Source: an optimization exercise on an open RTL-to-GDS flow (aim: a short achievable clock period and few clock cycles). Production flows keep margins and buffers that such runs may drop.
In this exercise RTL edits were held to simulation tests only and were not proved equivalent to the original.
Power is estimated from default activity; no workload was simulated.

## old
// pcodec
module pcodec (
  input  wire        clk,
  input  wire        rst,
  input  wire        start,
  input  wire [7:0]  op,
  input  wire [19:0] a_len,
  input  wire [19:0] out_cap,
  output wire        busy,
  output reg         done,
  output reg         fatal,
  output reg  [3:0]  err,
  output reg  [19:0] err_off,
  output reg  [19:0] out_len,
  output wire        in_re,
  output wire [19:0] in_addr,
  input  wire [7:0]  in_rdata,
  output reg         out_we,
  output reg  [19:0] out_addr,
  output reg  [7:0]  out_wdata
);
For scale: roughly 5100 cells after synthesis, roughly 1100 flip-flops, roughly 0.055 mm² of cells after synthesis.
==> flow/config.mk <==
export PLATFORM = sky130hd
export DESIGN_NAME = pcodec
export DESIGN_NICKNAME = pcodec
export VERILOG_FILES = /design/flow/design.v
export SDC_FILE = /design/flow/constraint.sdc
export NUM_CORES = 4
export LEC_CHECK = 0
export ABC_CLOCK_PERIOD_IN_PS = 3000
export CAP_MARGIN = 20
export CORE_MARGIN = 2
export CORE_UTILIZATION = 65
export SETUP_SLACK_MARGIN = 5
export SLEW_MARGIN = 20
==> flow/constraint.sdc <==
create_clock -name core_clock -period 10.0 [get_ports {clk}]
set_input_delay 2.0000 -clock core_clock [delete_from_list [all_inputs] [get_ports {clk}]]
set_output_delay 2.0000 -clock core_clock [all_outputs]
set_load 0.01 [all_outputs]
standard.sh (not shown) runs the stock make flow with config.mk's settings and CLKGATE_MAP_FILE= SYNTH_SCRIPT=/design/flow/synth_recipe.tcl, a recipe that flattens the netlist after the stock synthesis.
==> flow/flow/run.sh <==
#!/bin/bash
set -euo pipefail
bash standard.sh SETUP_SLACK_MARGIN=7 finish > standard.log 2>&1
Testbench counts of old, summed over its fixed seeds: cycles 131,095.
--- input diff old..new ---
-- flow/design.v --
<<< old, line 149
  assign pop  = c_take | d_pop;
  assign pop2 = c_take2;
  wire e_capfail = cur_v & capz;
  wire e_emit    = cur_v & ~capz;
  wire e_need    = ~cur_v | cur_last;
  wire e_pop     = e_need & (qn != 4'd0);
  wire e_byp     = e_need & (qn == 4'd0) & push_it;    
  wire d_fin     = m_dec & ~cur_v & (qn == 4'd0) & ((dst == D_END) | (dst == D_ERR));
  wire [4:0] occ_m0 = occ + {4'd0, in_re_r};
>>> new, line 149
  assign pop  = c_take | d_pop;
  assign pop2 = c_take2;
  wire e_need    = ~cur_v | cur_last;
  wire e_pop     = e_need & (qn != 4'd0);
  wire e_take    = e_need & (qn == 4'd0) & push_it;    
  wire e_dir     = e_take & ~cur_v;
  wire e_byp     = e_take & cur_v;                     
  wire e_capfail = (cur_v | e_dir) & capz;
  wire e_emit    = cur_v & ~capz;
  wire e_wr      = (cur_v | e_dir) & ~capz;
  wire [15:0] icnt1 = icnt - 16'd1;
  wire d_fin     = m_dec & ~cur_v & (qn == 4'd0) & ((dst == D_END) | (dst == D_ERR));
  wire [4:0] occ_m0 = occ + {4'd0, in_re_r};
<<< old, line 206
      rd_stop  <= 1'b1;
      hw_on    <= 1'b0;
    end else begin
      rdv    <= in_re_r & ~go;
>>> new, line 210
      rd_stop  <= 1'b1;
      hw_on    <= 1'b0;
      kk       <= 9'd0;
    end else begin
      rdv    <= in_re_r & ~go;
<<< old, line 211
      r_byte <= in_rdata;
      r_dif  <= in_rdata - pb;
      if (rdv) pb <= in_rdata;
      if (in_re_r) begin
        rd_left <= rd_left - 20'd1;
>>> new, line 216
      r_byte <= in_rdata;
      r_dif  <= in_rdata - pb;
      if (go) pb <= 8'd0;
      else if (rdv) pb <= in_rdata;
      if (in_re_r) begin
        rd_left <= rd_left - 20'd1;
<<< old, line 465
        qt     <= qt + 3'd1;
      end
      if (e_pop || e_byp) qh <= qh + 3'd1;
      qn <= qn + {3'd0, push_it & ~e_byp} - {3'd0, e_pop};
      if (m_dec) begin
        out_we    <= e_emit;
        if (e_emit) begin
          o        <= o + 20'd1;
          capleft  <= capleft - 20'd1;
          capz     <= (capleft == 20'd1);
          cur_val  <= cur_val + cur_del;
          cur_cnt  <= cur_cnt - 16'd1;
          cur_last <= (cur_cnt == 16'd2);
        end
        if (e_need) begin
          cur_v <= e_pop | e_byp;
          if (e_pop) begin
>>> new, line 471
        qt     <= qt + 3'd1;
      end
      if (e_pop || e_take) qh <= qh + 3'd1;
      qn <= qn + {3'd0, push_it & ~e_take} - {3'd0, e_pop};
      if (m_dec) begin
        out_we    <= e_wr;
        if (e_wr) begin
          o        <= o + 20'd1;
          capleft  <= capleft - 20'd1;
          capz     <= (capleft == 20'd1);
        end
        if (e_emit) begin
          cur_val  <= cur_val + cur_del;
          cur_cnt  <= cur_cnt - 16'd1;
          cur_last <= (cur_cnt == 16'd2);
        end
        if (e_dir) begin
          cur_v    <= push_run & (icnt != 16'd1);
          cur_val  <= i_val + b0;
          cur_del  <= b0;
          cur_cnt  <= icnt1;
          cur_last <= (icnt == 16'd2);
        end else if (e_need) begin
          cur_v <= e_pop | e_byp;
          if (e_pop) begin
<<< old, line 527
        vld      <= 16'd0;
        streak   <= 4'd0;
        c_end    <= 1'b0;
        n0       <= 1'b0;
        room     <= {2'b0, out_cap};
>>> new, line 541
        vld      <= 16'd0;
        streak   <= 4'd0;
        lastd    <= 8'd0;
        c_end    <= 1'b0;
        kk       <= 9'd0;
        n0       <= 1'b0;
        room     <= {2'b0, out_cap};
<<< old, line 575
    end
    out_addr  <= m_dec ? o : w1_addr[19:0];
    out_wdata <= m_dec ? cur_val : w1_data;
  end
endmodule
>>> new, line 591
    end
    out_addr  <= m_dec ? o : w1_addr[19:0];
    out_wdata <= !m_dec ? w1_data : cur_v ? cur_val : push_lit ? b0 : i_val;
  end
endmodule
### Flow results
- Side by side, count of clock-buffer cells in the layout turned out lower in new than in old.
- Between old and new, the flow reports maximum number of pins on one net before global-route repair decreasing slightly.
- ~same count of flip-flops and latches in new and old
- Cell area after synthesis sits higher in new than in old.
- Between new and old, the difference in transition time at the pin with the least slew margin is negligible.
- Area occupied by registers: new vs old, no meaningful difference
- new vs. old: maximum frequency fell 1.9%, final area rose 920 µm², power rose 2.7%.
Testbench counts of new, summed over its fixed seeds: cycles 130,999.

[static timing again, ports no longer ideal]
No port has a modelled driver above. Below, the same layouts with a new extraction and two added sets of constraints.
Step 1 sets driving cells, clkbuf_16 on the clock port and buf_2 on the other inputs (assumed; they add their load-dependent delay and slew).
Step 2 moves the port delays by t, midway between the first and last clock arrival at a register: inputs arrive t later, outputs are due t later. That takes back most of the time a late clock gives input paths.
a / b / c = ideal ports / drivers / drivers and shift; a / b = the first two.
| run | t, ns | setup WS [ns] | worst setup path after step 2 |
|---|---|---|---|
| old | 0.761 | 6.818 / 6.748 / 6.142 | input to register |
| new | 0.753 | 6.757 / 6.690 / 6.143 | input to register |
After both steps setup and hold are still met in every run listed. For old, which loses most, drivers alone change the setup slack by -0.070 ns; drivers and shift together by -0.676 ns.
